Background: an optimization exercise with open tools, aiming at small area and a short achievable clock period. Do not read the settings as production practice.
The RTL was checked by simulation tests, not by an equivalence proof against the original design.
No activity file was given, so power comes from the tool's default toggle rates.

==> inputs of v21 <==
Design tsow_core, start of the top module:
module tsow_core (
    input  wire        clk,
    input  wire        rst,         
    input  wire        tick,        
    input  wire        line_in,
    output reg         line_out,
    output reg         line_oe,
    input  wire        cmd_valid,
    input  wire [31:0] cmd,
    output reg  [31:0] rsp
);
clock: 10.0 ns
lec_check: 0
abc_clock_period_in_ps: 3000
cap_margin: 20
core_margin: 2
core_utilization: 50
cts_cluster_diameter: 100
cts_cluster_size: 30
slew_margin: 20
standard.sh (not shown) runs the stock make flow with config.mk's settings and CLKGATE_MAP_FILE= SYNTH_SCRIPT=/design/flow/synth_recipe.tcl, a recipe that flattens the netlist after the stock synthesis.
==> flow/flow/run.sh <==
#!/bin/bash
# The standard layout (standard.sh, synthesis unchanged) with three
# changes to how the resizer works; the clock, SDC and design are unchanged:
#  - repair_timing aims for 6.6 ns of setup slack (a 3.4 ns target);
#  - the port buffers are buf_4 cells rather than the delay cells that
#    buffer_ports picks by default;
#  - the resizer may change a cell's footprint when it sizes it.
set -o pipefail
export SETUP_SLACK_MARGIN=6.6
export BUFFER_PORTS_ARGS="-buffer_cell sky130_fd_sc_hd__buf_4"
bash standard.sh MATCH_CELL_FOOTPRINT=0 finish > standard.log 2>&1
==> inputs of v30, as changes to v21 <==
--- a/flow/design.v
+++ b/flow/design.v
@@ -22,52 +22,47 @@
     reg        txreq;
     reg [1:0]  calst;
     reg [9:0]  period;           
     reg        mal, ovr;
     reg [7:0]  dest;
     reg [7:0]  txq_mem [0:63];
     reg [6:0]  txq_len;
     reg        tw_en;            
-    reg [5:0]  tw_idx;
     reg [7:0]  tw_dat;
     reg [7:0]  txf_mem [0:63];
     reg        txf_ld1, txf_ld;  
-    reg [6:0]  tx_len;
+    reg [6:0]  tx_len;           
     reg [7:0]  tx_dest;
     reg [6:0]  tx_sr;            
     reg [2:0]  tx_bl;            
     reg [2:0]  tx_nx;            
-    reg [6:0]  tx_rem;           
     reg [7:0]  tx_lo, tx_hi;     
     reg [7:0]  tx_nb;            
-    reg [9:0]  wait_cnt;
-    reg [9:0]  cal_n;
+    reg [9:0]  wait_cnt;         
     reg [9:0]  cal_hi;
     reg [7:0]  rxa_mem [0:63];
     reg [7:0]  rxf_mem [0:63];
     reg [7:0]  out_mem [0:63];
     reg [6:0]  rxf_len;
     reg [7:0]  rxf_src;
     reg        rxf_fin;
     reg        rxf_v;
     reg        rxf_pend;         
     reg        out_pend;         
     reg [6:0]  out_len;
     reg [7:0]  out_lo, out_hi;   
-    reg [7:0]  out_cur;          
     reg [7:0]  rx_sr;
     reg [2:0]  rx_bit;
     reg [2:0]  rx_fld;
     reg [7:0]  rx_cnt;           
     reg [7:0]  rx_len;
     reg [7:0]  rx_src;
     reg        rx_acc;
     reg        rx_pend;          
-    reg        rx_store;         
     wire [3:0] op  = cmd[31:28];
     wire z_hi = (cmd[27:10] == 18'd0);
     wire z_98 = (cmd[9:8] == 2'd0);
     wire z_72 = (cmd[7:2] == 6'd0);
     wire z_10 = (cmd[1:0] == 2'd0);
     wire z_all = z_hi & z_98 & z_72 & z_10;
     wire c_stat   = cmd_valid & (op == 4'd0) & z_all;
     wire c_fill   = cmd_valid & (op == 4'd1) & z_hi;
@@ -103,18 +98,17 @@
     reg [511:0] out_flat, txf_flat;
     integer i;
     always @* begin
         for (i = 0; i < 64; i = i + 1) begin
             out_flat[8*i +: 8] = out_mem[i];
             txf_flat[8*i +: 8] = txf_mem[i];
         end
     end
-    wire [7:0] out_next  = out_pend ? rxf_mem[1] : sel64(out_flat, out_hi, out_lo);
-    wire [7:0] rxf_first = rxf_pend ? rxa_mem[0] : rxf_mem[0];
+    wire [7:0] out_byte = out_pend ? rxf_mem[0] : sel64(out_flat, out_hi, out_lo);
     wire [6:0] txq_len_p1 = txq_len + 7'd1;
     wire [6:0] out_len_m1 = out_len - 7'd1;
     reg [31:0] n_rsp;
     always @* begin
         n_rsp = {ST_ILLEGAL, 28'd0};
         if (c_stat)
             n_rsp = {ST_OK, 2'b00, 1'b0, out_len, 1'b0, txq_len, 1'b0, calst,
                      ovr, mal, rxf_v, txreq, (phase == PH_TXB), phase};
@@ -123,17 +117,17 @@
             else if (txreq)    n_rsp = {ST_BUSY, 28'd0};
             else if (txq_full) n_rsp = {ST_FULL, 28'd0};
             else               n_rsp = {ST_OK, 20'd0, 1'b0, txq_len_p1};
         end
         if (c_unload)
             n_rsp = rxf_v ? {ST_OK, 11'd0, rxf_fin, rxf_src, 1'b0, rxf_len}
                           : {ST_EMPTY, 28'd0};
         if (c_read)
-            n_rsp = (out_len != 7'd0) ? {ST_OK, 12'd0, 1'b0, out_len_m1, out_cur}
+            n_rsp = (out_len != 7'd0) ? {ST_OK, 12'd0, 1'b0, out_len_m1, out_byte}
                                       : {ST_EMPTY, 28'd0};
         if (c_poll)
             n_rsp = poll_busy ? {ST_BUSY, 28'd0} : {ST_OK, 27'd0, rx_mid};
         if (c_result)
             case (calst)
                 CS_NONE:    n_rsp = {ST_EMPTY, 28'd0};
                 CS_RUNNING: n_rsp = {ST_BUSY, 28'd0};
                 CS_DONE:    n_rsp = {ST_OK, 18'd0, period};
@@ -144,55 +138,53 @@
         if (c_setd)
             n_rsp = {ST_OK, 28'd0};
         if (c_info)
             n_rsp = {ST_OK, 12'd0, dest, HOST_ID};
     end
     wire slot_end = (wait_cnt == 10'd1);
     wire tx_start = tick & (phase == PH_IDLE) & (txreq | (fill_ok & cmd[8]));
     wire cal_step = tick & (phase == PH_CAL);
-    wire cal_last = (cal_n == 10'd599);
     wire cal_drop = cal_step & ~line_in & (cal_hi != 10'd0);
-    wire cal_to   = cal_step & cal_last & (line_in | (cal_hi == 10'd0));
+    wire cal_to   = cal_step & slot_end & (line_in | (cal_hi == 10'd0));
     wire rx_sample = tick & (phase == PH_RXB) & slot_end;
     wire [7:0] rx_v = {rx_sr[6:0], line_in};
     wire rx_byte_done = rx_sample & (rx_bit == 3'd7);
     wire rx_len_ok = (rx_len <= 8'd64);
     wire rx_flag   = rx_byte_done & (rx_fld == RF_FLAG) & ~poll_ok;
     wire rxf_v_c   = rxf_v & ~unload_ok;    
     wire rx_acc_pre = (phase == PH_RXB) & slot_end & (rx_bit == 3'd7) &
                       (rx_fld == RF_FLAG) & rx_len_ok & rx_acc;
     wire acc_free = rx_acc_pre & ~rxf_v;      
     wire acc_unl  = rx_acc_pre & rxf_v;       
     wire rx_accept = tick & ((acc_free & ~poll_ok) | (acc_unl & unload_ok));
     wire rx_ovr    = rx_flag & rx_len_ok & rx_acc & rxf_v_c;
     wire rx_mal    = rx_flag & ~rx_len_ok;
     wire rx_fin    = rx_flag & line_in;
     wire tx_step = tick & (phase == PH_TXB) & slot_end;
     wire tx_last = (tx_bl == 3'd0) & (tx_nx == TU_END);
+    wire [5:0] tx_first = 6'd0 - tx_len[5:0];
     reg [7:0] tx_unit;
     always @* begin
         case (tx_nx)
             TU_HOST: tx_unit = HOST_ID;
             TU_DEST: tx_unit = tx_dest;
             TU_LEN:  tx_unit = {1'b0, tx_len};
             TU_PAY:  tx_unit = tx_nb;
             default: tx_unit = 8'h01;
         endcase
     end
     always @(posedge clk) begin
         rxf_pend <= rx_accept;
         out_pend <= unload_ok;
         txf_ld1  <= tx_start;
         txf_ld   <= txf_ld1;
         tw_en    <= fill_ok;
-        tw_idx   <= txq_len[5:0];
         tw_dat   <= cmd[7:0];
         rx_pend  <= rx_byte_done & (rx_fld == RF_PAY);
-        rx_store <= rx_acc & rx_len_ok;
         if (rx_pend)
             rx_cnt <= rx_cnt + 8'd1;
         tx_nb    <= sel64(txf_flat, tx_hi, tx_lo);
         if (rst) begin
             phase    <= PH_IDLE;
             txreq    <= 1'b0;
             calst    <= CS_NONE;
             period   <= 10'd3;
@@ -250,70 +242,70 @@
                 end else if (tx_bl != 3'd0) begin
                     line_out <= tx_sr[6];
                 end else begin
                     line_out <= tx_unit[7];
                 end
             end
         end
         if (unload_ok) begin
-            out_lo  <= 8'b0000_0010;
+            out_lo  <= 8'b0000_0001;
             out_hi  <= 8'b0000_0001;
-            out_cur <= rxf_first;
         end else if (read_ok) begin
             out_lo  <= {out_lo[6:0], out_lo[7]};
             if (out_lo[7])
                 out_hi <= {out_hi[6:0], out_hi[7]};
-            out_cur <= out_next;
         end
-        if (phase != PH_CAL) begin
-            cal_n  <= {9'd0, tick};
+        if (phase != PH_CAL)
             cal_hi <= {9'd0, tick & line_in};
-        end else if (tick) begin
-            cal_n <= cal_n + 10'd1;
-            if (line_in)
-                cal_hi <= cal_hi + 10'd1;
-        end
-        case (phase)
+        else if (tick & line_in)
+            cal_hi <= cal_hi + 10'd1;
+        if (poll_ok)
+            wait_cnt <= tick ? 10'd599 : 10'd600;
+        else case (phase)
             PH_IDLE: wait_cnt <= period;
-            PH_CAL:  wait_cnt <= cal_hi + {1'b0, cal_hi[9:1]};
+            PH_CAL:  if (tick) wait_cnt <= cal_drop ? cal_hi + {1'b0, cal_hi[9:1]}
+                                                    : wait_cnt - 10'd1;
             default: if (tick) wait_cnt <= slot_end ? period : wait_cnt - 10'd1;
         endcase
         if (phase == PH_IDLE) begin
-            tx_len  <= txq_len + {6'd0, fill_ok};
-            tx_dest <= c_setd ? cmd[7:0] : dest;
+            tx_len  <= txq_len;
             tx_sr   <= 7'd0;
             tx_bl   <= 3'd1;
             tx_nx   <= TU_HOST;
         end else if (tx_step) begin
             if (tx_bl != 3'd0) begin
                 tx_sr <= {tx_sr[5:0], 1'b0};
                 tx_bl <= tx_bl - 3'd1;
             end else begin
                 tx_sr <= tx_unit[6:0];
                 tx_bl <= 3'd7;
                 case (tx_nx)
                     TU_HOST: tx_nx <= TU_DEST;
                     TU_DEST: tx_nx <= TU_LEN;
                     TU_LEN:  tx_nx <= (tx_len == 7'd0) ? TU_FLAG : TU_PAY;
-                    TU_PAY:  tx_nx <= (tx_rem == 7'd1) ? TU_FLAG : TU_PAY;
+                    TU_PAY:  tx_nx <= (tx_len == 7'd1) ? TU_FLAG : TU_PAY;
                     default: tx_nx <= TU_END;
                 endcase
                 if (tx_nx == TU_LEN) begin
-                    tx_rem <= tx_len;
-                    tx_lo  <= 8'b0000_0001;
-                    tx_hi  <= 8'b0000_0001;
+                    tx_lo  <= 8'd1 << tx_first[2:0];
+                    tx_hi  <= 8'd1 << tx_first[5:3];
                 end else if (tx_nx == TU_PAY) begin
-                    tx_rem <= tx_rem - 7'd1;
+                    tx_len <= tx_len - 7'd1;
                     tx_lo  <= {tx_lo[6:0], tx_lo[7]};
                     if (tx_lo[7])
                         tx_hi <= {tx_hi[6:0], tx_hi[7]};
                 end
             end
         end
+        if (txf_ld1) begin
+            tx_dest <= dest;
+            if (tw_en)
+                tx_len <= tx_len + 7'd1;
+        end
         if (phase != PH_RXB) begin
             rx_bit <= 3'd0;
             rx_fld <= RF_SRC;
         end else if (rx_sample) begin
             rx_sr  <= rx_v;
             rx_bit <= rx_bit + 3'd1;
             if (rx_bit == 3'd7) begin
                 case (rx_fld)
@@ -335,26 +327,29 @@
                             rx_fld <= RF_FLAG;
                     end
                     default: begin
                         rx_fld <= RF_SRC;
                     end
                 endcase
             end
         end
-        if (rx_accept) begin
+        if (~rxf_v | c_unload) begin
             rxf_len <= rx_len[6:0];
             rxf_src <= rx_src;
             rxf_fin <= line_in;
         end
     end
     always @(posedge clk) begin
-        if (tw_en)
-            txq_mem[tw_idx] <= tw_dat;
-        if (rx_pend & rx_store)
+        if (tw_en) begin
+            for (i = 0; i < 63; i = i + 1)
+                txq_mem[i] <= txq_mem[i + 1];
+            txq_mem[63] <= tw_dat;
+        end
+        if (rx_pend & rx_acc & rx_len_ok)
             rxa_mem[rx_cnt[5:0]] <= rx_sr;
         for (i = 0; i < 64; i = i + 1) begin
             if (txf_ld)
                 txf_mem[i] <= txq_mem[i];
             if (rxf_pend)
                 rxf_mem[i] <= rxa_mem[i];
             if (out_pend)
                 out_mem[i] <= rxf_mem[i];
==> flow/flow/run.sh (replaced) <==
#!/bin/bash
# The standard layout (standard.sh, synthesis unchanged) with changes to
# how the resizer and CTS work; the clock, SDC and design are unchanged:
#  - repair_timing aims for 6.7 ns of setup slack (a 3.3 ns target);
#  - the port buffers are buf_4 cells rather than the delay cells that
#    buffer_ports picks by default;
#  - the resizer may change a cell's footprint when it sizes it;
#  - CTS clusters up to 16 sinks within 50 um under clkbuf_8 leaf buffers
#    and adds no dummy loads.
set -o pipefail
export SETUP_SLACK_MARGIN=6.7
export BUFFER_PORTS_ARGS="-buffer_cell sky130_fd_sc_hd__buf_4"
export CTS_ARGS="-sink_clustering_enable -repair_clock_nets -sink_clustering_size 16 -sink_clustering_max_diameter 50 -sink_clustering_buffer sky130_fd_sc_hd__clkbuf_8 -dont_use_dummy_load"
bash standard.sh MATCH_CELL_FOOTPRINT=0 finish > standard.log 2>&1
==> flow/config.mk (replaced) <==
export PLATFORM = sky130hd
export DESIGN_NAME = tsow_core
export DESIGN_NICKNAME = tsow_core
export VERILOG_FILES = /design/flow/design.v
export SDC_FILE = /design/flow/constraint.sdc
export NUM_CORES = 4
export LEC_CHECK = 0
export ABC_CLOCK_PERIOD_IN_PS = 3000
export CAP_MARGIN = 20
export CORE_MARGIN = 2
export CORE_UTILIZATION = 65
export SLEW_MARGIN = 45
==> inputs of v11, as changes to v21 <==
--- a/flow/design.v
+++ b/flow/design.v
@@ -22,43 +22,39 @@
     reg        txreq;
     reg [1:0]  calst;
     reg [9:0]  period;           
     reg        mal, ovr;
     reg [7:0]  dest;
     reg [7:0]  txq_mem [0:63];
     reg [6:0]  txq_len;
     reg        tw_en;            
-    reg [5:0]  tw_idx;
     reg [7:0]  tw_dat;
     reg [7:0]  txf_mem [0:63];
     reg        txf_ld1, txf_ld;  
-    reg [6:0]  tx_len;
+    reg [6:0]  tx_len;           
     reg [7:0]  tx_dest;
     reg [6:0]  tx_sr;            
     reg [2:0]  tx_bl;            
     reg [2:0]  tx_nx;            
-    reg [6:0]  tx_rem;           
     reg [7:0]  tx_lo, tx_hi;     
     reg [7:0]  tx_nb;            
-    reg [9:0]  wait_cnt;
-    reg [9:0]  cal_n;
+    reg [9:0]  wait_cnt;         
     reg [9:0]  cal_hi;
     reg [7:0]  rxa_mem [0:63];
     reg [7:0]  rxf_mem [0:63];
     reg [7:0]  out_mem [0:63];
     reg [6:0]  rxf_len;
     reg [7:0]  rxf_src;
     reg        rxf_fin;
     reg        rxf_v;
     reg        rxf_pend;         
     reg        out_pend;         
     reg [6:0]  out_len;
     reg [7:0]  out_lo, out_hi;   
-    reg [7:0]  out_cur;          
     reg [7:0]  rx_sr;
     reg [2:0]  rx_bit;
     reg [2:0]  rx_fld;
     reg [7:0]  rx_cnt;           
     reg [7:0]  rx_len;
     reg [7:0]  rx_src;
     reg        rx_acc;
     reg        rx_pend;          
@@ -103,18 +99,17 @@
     reg [511:0] out_flat, txf_flat;
     integer i;
     always @* begin
         for (i = 0; i < 64; i = i + 1) begin
             out_flat[8*i +: 8] = out_mem[i];
             txf_flat[8*i +: 8] = txf_mem[i];
         end
     end
-    wire [7:0] out_next  = out_pend ? rxf_mem[1] : sel64(out_flat, out_hi, out_lo);
-    wire [7:0] rxf_first = rxf_pend ? rxa_mem[0] : rxf_mem[0];
+    wire [7:0] out_byte = out_pend ? rxf_mem[0] : sel64(out_flat, out_hi, out_lo);
     wire [6:0] txq_len_p1 = txq_len + 7'd1;
     wire [6:0] out_len_m1 = out_len - 7'd1;
     reg [31:0] n_rsp;
     always @* begin
         n_rsp = {ST_ILLEGAL, 28'd0};
         if (c_stat)
             n_rsp = {ST_OK, 2'b00, 1'b0, out_len, 1'b0, txq_len, 1'b0, calst,
                      ovr, mal, rxf_v, txreq, (phase == PH_TXB), phase};
@@ -123,17 +118,17 @@
             else if (txreq)    n_rsp = {ST_BUSY, 28'd0};
             else if (txq_full) n_rsp = {ST_FULL, 28'd0};
             else               n_rsp = {ST_OK, 20'd0, 1'b0, txq_len_p1};
         end
         if (c_unload)
             n_rsp = rxf_v ? {ST_OK, 11'd0, rxf_fin, rxf_src, 1'b0, rxf_len}
                           : {ST_EMPTY, 28'd0};
         if (c_read)
-            n_rsp = (out_len != 7'd0) ? {ST_OK, 12'd0, 1'b0, out_len_m1, out_cur}
+            n_rsp = (out_len != 7'd0) ? {ST_OK, 12'd0, 1'b0, out_len_m1, out_byte}
                                       : {ST_EMPTY, 28'd0};
         if (c_poll)
             n_rsp = poll_busy ? {ST_BUSY, 28'd0} : {ST_OK, 27'd0, rx_mid};
         if (c_result)
             case (calst)
                 CS_NONE:    n_rsp = {ST_EMPTY, 28'd0};
                 CS_RUNNING: n_rsp = {ST_BUSY, 28'd0};
                 CS_DONE:    n_rsp = {ST_OK, 18'd0, period};
@@ -144,52 +139,51 @@
         if (c_setd)
             n_rsp = {ST_OK, 28'd0};
         if (c_info)
             n_rsp = {ST_OK, 12'd0, dest, HOST_ID};
     end
     wire slot_end = (wait_cnt == 10'd1);
     wire tx_start = tick & (phase == PH_IDLE) & (txreq | (fill_ok & cmd[8]));
     wire cal_step = tick & (phase == PH_CAL);
-    wire cal_last = (cal_n == 10'd599);
     wire cal_drop = cal_step & ~line_in & (cal_hi != 10'd0);
-    wire cal_to   = cal_step & cal_last & (line_in | (cal_hi == 10'd0));
+    wire cal_to   = cal_step & slot_end & (line_in | (cal_hi == 10'd0));
     wire rx_sample = tick & (phase == PH_RXB) & slot_end;
     wire [7:0] rx_v = {rx_sr[6:0], line_in};
     wire rx_byte_done = rx_sample & (rx_bit == 3'd7);
     wire rx_len_ok = (rx_len <= 8'd64);
     wire rx_flag   = rx_byte_done & (rx_fld == RF_FLAG) & ~poll_ok;
     wire rxf_v_c   = rxf_v & ~unload_ok;    
     wire rx_acc_pre = (phase == PH_RXB) & slot_end & (rx_bit == 3'd7) &
                       (rx_fld == RF_FLAG) & rx_len_ok & rx_acc;
     wire acc_free = rx_acc_pre & ~rxf_v;      
     wire acc_unl  = rx_acc_pre & rxf_v;       
     wire rx_accept = tick & ((acc_free & ~poll_ok) | (acc_unl & unload_ok));
     wire rx_ovr    = rx_flag & rx_len_ok & rx_acc & rxf_v_c;
     wire rx_mal    = rx_flag & ~rx_len_ok;
     wire rx_fin    = rx_flag & line_in;
     wire tx_step = tick & (phase == PH_TXB) & slot_end;
     wire tx_last = (tx_bl == 3'd0) & (tx_nx == TU_END);
+    wire [5:0] tx_first = 6'd0 - tx_len[5:0];
     reg [7:0] tx_unit;
     always @* begin
         case (tx_nx)
             TU_HOST: tx_unit = HOST_ID;
             TU_DEST: tx_unit = tx_dest;
             TU_LEN:  tx_unit = {1'b0, tx_len};
             TU_PAY:  tx_unit = tx_nb;
             default: tx_unit = 8'h01;
         endcase
     end
     always @(posedge clk) begin
         rxf_pend <= rx_accept;
         out_pend <= unload_ok;
         txf_ld1  <= tx_start;
         txf_ld   <= txf_ld1;
         tw_en    <= fill_ok;
-        tw_idx   <= txq_len[5:0];
         tw_dat   <= cmd[7:0];
         rx_pend  <= rx_byte_done & (rx_fld == RF_PAY);
         rx_store <= rx_acc & rx_len_ok;
         if (rx_pend)
             rx_cnt <= rx_cnt + 8'd1;
         tx_nb    <= sel64(txf_flat, tx_hi, tx_lo);
         if (rst) begin
             phase    <= PH_IDLE;
@@ -250,64 +244,60 @@
                 end else if (tx_bl != 3'd0) begin
                     line_out <= tx_sr[6];
                 end else begin
                     line_out <= tx_unit[7];
                 end
             end
         end
         if (unload_ok) begin
-            out_lo  <= 8'b0000_0010;
+            out_lo  <= 8'b0000_0001;
             out_hi  <= 8'b0000_0001;
-            out_cur <= rxf_first;
         end else if (read_ok) begin
             out_lo  <= {out_lo[6:0], out_lo[7]};
             if (out_lo[7])
                 out_hi <= {out_hi[6:0], out_hi[7]};
-            out_cur <= out_next;
         end
-        if (phase != PH_CAL) begin
-            cal_n  <= {9'd0, tick};
+        if (phase != PH_CAL)
             cal_hi <= {9'd0, tick & line_in};
-        end else if (tick) begin
-            cal_n <= cal_n + 10'd1;
-            if (line_in)
-                cal_hi <= cal_hi + 10'd1;
-        end
-        case (phase)
+        else if (tick & line_in)
+            cal_hi <= cal_hi + 10'd1;
+        if (poll_ok)
+            wait_cnt <= tick ? 10'd599 : 10'd600;
+        else case (phase)
             PH_IDLE: wait_cnt <= period;
-            PH_CAL:  wait_cnt <= cal_hi + {1'b0, cal_hi[9:1]};
+            PH_CAL:  if (tick) wait_cnt <= cal_drop ? cal_hi + {1'b0, cal_hi[9:1]}
+                                                    : wait_cnt - 10'd1;
             default: if (tick) wait_cnt <= slot_end ? period : wait_cnt - 10'd1;
         endcase
         if (phase == PH_IDLE) begin
-            tx_len  <= txq_len + {6'd0, fill_ok};
+            tx_len  <= fill_ok ? txq_len_p1 : txq_len;
             tx_dest <= c_setd ? cmd[7:0] : dest;
             tx_sr   <= 7'd0;
             tx_bl   <= 3'd1;
             tx_nx   <= TU_HOST;
         end else if (tx_step) begin
             if (tx_bl != 3'd0) begin
                 tx_sr <= {tx_sr[5:0], 1'b0};
                 tx_bl <= tx_bl - 3'd1;
             end else begin
                 tx_sr <= tx_unit[6:0];
                 tx_bl <= 3'd7;
                 case (tx_nx)
                     TU_HOST: tx_nx <= TU_DEST;
                     TU_DEST: tx_nx <= TU_LEN;
                     TU_LEN:  tx_nx <= (tx_len == 7'd0) ? TU_FLAG : TU_PAY;
-                    TU_PAY:  tx_nx <= (tx_rem == 7'd1) ? TU_FLAG : TU_PAY;
+                    TU_PAY:  tx_nx <= (tx_len == 7'd1) ? TU_FLAG : TU_PAY;
                     default: tx_nx <= TU_END;
                 endcase
                 if (tx_nx == TU_LEN) begin
-                    tx_rem <= tx_len;
-                    tx_lo  <= 8'b0000_0001;
-                    tx_hi  <= 8'b0000_0001;
+                    tx_lo  <= 8'd1 << tx_first[2:0];
+                    tx_hi  <= 8'd1 << tx_first[5:3];
                 end else if (tx_nx == TU_PAY) begin
-                    tx_rem <= tx_rem - 7'd1;
+                    tx_len <= tx_len - 7'd1;
                     tx_lo  <= {tx_lo[6:0], tx_lo[7]};
                     if (tx_lo[7])
                         tx_hi <= {tx_hi[6:0], tx_hi[7]};
                 end
             end
         end
         if (phase != PH_RXB) begin
             rx_bit <= 3'd0;
@@ -335,25 +325,28 @@
                             rx_fld <= RF_FLAG;
                     end
                     default: begin
                         rx_fld <= RF_SRC;
                     end
                 endcase
             end
         end
-        if (rx_accept) begin
+        if (~rxf_v | c_unload) begin
             rxf_len <= rx_len[6:0];
             rxf_src <= rx_src;
             rxf_fin <= line_in;
         end
     end
     always @(posedge clk) begin
-        if (tw_en)
-            txq_mem[tw_idx] <= tw_dat;
+        if (tw_en) begin
+            for (i = 0; i < 63; i = i + 1)
+                txq_mem[i] <= txq_mem[i + 1];
+            txq_mem[63] <= tw_dat;
+        end
         if (rx_pend & rx_store)
             rxa_mem[rx_cnt[5:0]] <= rx_sr;
         for (i = 0; i < 64; i = i + 1) begin
             if (txf_ld)
                 txf_mem[i] <= txq_mem[i];
             if (rxf_pend)
                 rxf_mem[i] <= rxa_mem[i];
             if (out_pend)
==> flow/flow/run.sh (replaced) <==
#!/bin/bash
# The standard layout (standard.sh, synthesis unchanged) with changes to
# how the resizer and CTS work; the clock, SDC and design are unchanged:
#  - repair_timing aims for 6.7 ns of setup slack (a 3.3 ns target);
#  - the port buffers are buf_4 cells rather than the delay cells that
#    buffer_ports picks by default;
#  - the resizer may change a cell's footprint when it sizes it;
#  - CTS clusters up to 16 sinks within 50 um under clkbuf_8 leaf buffers
#    and adds no dummy loads.
set -o pipefail
export SETUP_SLACK_MARGIN=6.7
export BUFFER_PORTS_ARGS="-buffer_cell sky130_fd_sc_hd__buf_4"
export CTS_ARGS="-sink_clustering_enable -repair_clock_nets -sink_clustering_size 16 -sink_clustering_max_diameter 50 -sink_clustering_buffer sky130_fd_sc_hd__clkbuf_8 -dont_use_dummy_load"
bash standard.sh MATCH_CELL_FOOTPRINT=0 finish > standard.log 2>&1
==> flow/config.mk (replaced) <==
export PLATFORM = sky130hd
export DESIGN_NAME = tsow_core
export DESIGN_NICKNAME = tsow_core
export VERILOG_FILES = /design/flow/design.v
export SDC_FILE = /design/flow/constraint.sdc
export NUM_CORES = 4
export LEC_CHECK = 0
export ABC_CLOCK_PERIOD_IN_PS = 3000
export CAP_MARGIN = 20
export CORE_MARGIN = 2
export CORE_UTILIZATION = 65
export SLEW_MARGIN = 45
==> flow_metrics.py <==
metrics = {
    "synthesis": {
        "synth_compound_area_share_pct": 6.174,
        "yosysWarnings": 4,
    },
    "placed_design": {
        "placed_cells": 7296,
    },
    "power": {
        "p_sw_w": 0.003381,
        "finalPower_w": 0.01813,
    },
    "grt": {
        "grt_max_degree": 199,
    },
    "worst_setup_path": {
        "critPathMaxFanout": 11,
        "path_depth": 3,
        "cp_slowest_stage_delay_ns": 1.22,
        "critical_path.startpoint": "rx_cnt[2]",
    },
    "cts": {
        "cts_post_setup_buffers_inserted": 12,
        "ctsResizeCount": 47,
    },
    "run_status": {
        "outcome": "timing/DRC/antenna clean",
    },
    "sta": {
        "fin_skew_ns": 0.04031,
    },
    "finish": {
        "fin_util_pct": 54.05,
        "fin_cells": 7477,
        "nClkBuffers": 135,
    },
}
[end of results for v21]
==> flow_metrics.py <==
metrics = {
    "worst_setup_path": {
        "cp_slowest_stage_delay_ns": 0.34,
        "path_depth": 9,
        "critPathMaxFanout": 10,
    },
    "synthesis": {
        "yosysWarnings": 5,
        "synth_compound_area_share_pct": 6.413,
    },
    "finish": {
        "fin_util_pct": 70.76,
        "nClkBuffers": 206,
        "fin_cells": 6793,
    },
    "run_status": {
        "outcome": "timing/DRC/antenna clean",
    },
    "grt": {
        "grt_max_degree": 140,
    },
    "cts": {
        "cts_post_setup_buffers_inserted": 19,
        "ctsResizeCount": 64,
    },
    "sta": {
        "fin_skew_ns": 0.07626,
    },
    "power": {
        "finalPower_w": 0.01787,
    },
}
[end of results for v11]
==> flow_metrics.py <==
metrics = {
    "run_status": {
        "outcome": "timing/DRC/antenna clean",
    },
    "worst_setup_path": {
        "cp_slowest_stage_delay_ns": 0.57,
        "path_depth": 7,
        "critical_path.startpoint": "cmd[26]",
    },
    "sta": {
        "fin_skew_ns": 0.05973,
    },
    "finish": {
        "fin_util_pct": 71.07,
        "fin_cells": 6822,
    },
    "synthesis": {
        "synth_compound_area_share_pct": 6.799,
        "yosysWarnings": 5,
    },
    "power": {
        "p_sw_w": 0.003251,
    },
    "cts": {
        "cts_post_setup_buffers_inserted": 29,
    },
}
[end of results for v30]

-- afterwards: timing with drivers on the ports --
Ports are ideal in the flow. The routed layouts listed here were re-timed in OpenROAD.
Step 1, drivers: a clkbuf_16 drives clk and a buf_2 each remaining input, both assumed.
Step 2, shift: input delay + t, output delay - t, t = (earliest + latest rising clock arrival at the registers) / 2. This alone moves slack from input paths to output paths.
a / b / c = ideal ports / drivers / drivers and shift; a / b = the first two.
| run | t (ns) | setup slack, ns | worst slew at a driven data input, ns |
|---|---|---|---|
| v21 | 0.884 | 6.574 / 6.574 / 5.786 | 0.04 |
| v30 | 0.844 | 6.263 / 6.308 / 5.464 | 0.08 |
| v11 | 0.836 | 6.678 / 6.639 / 5.899 | 0.06 |
After both steps setup and hold are still met in every run listed. For v30, which loses most, drivers alone change the setup slack by +0.045 ns; drivers and shift together by -0.799 ns.
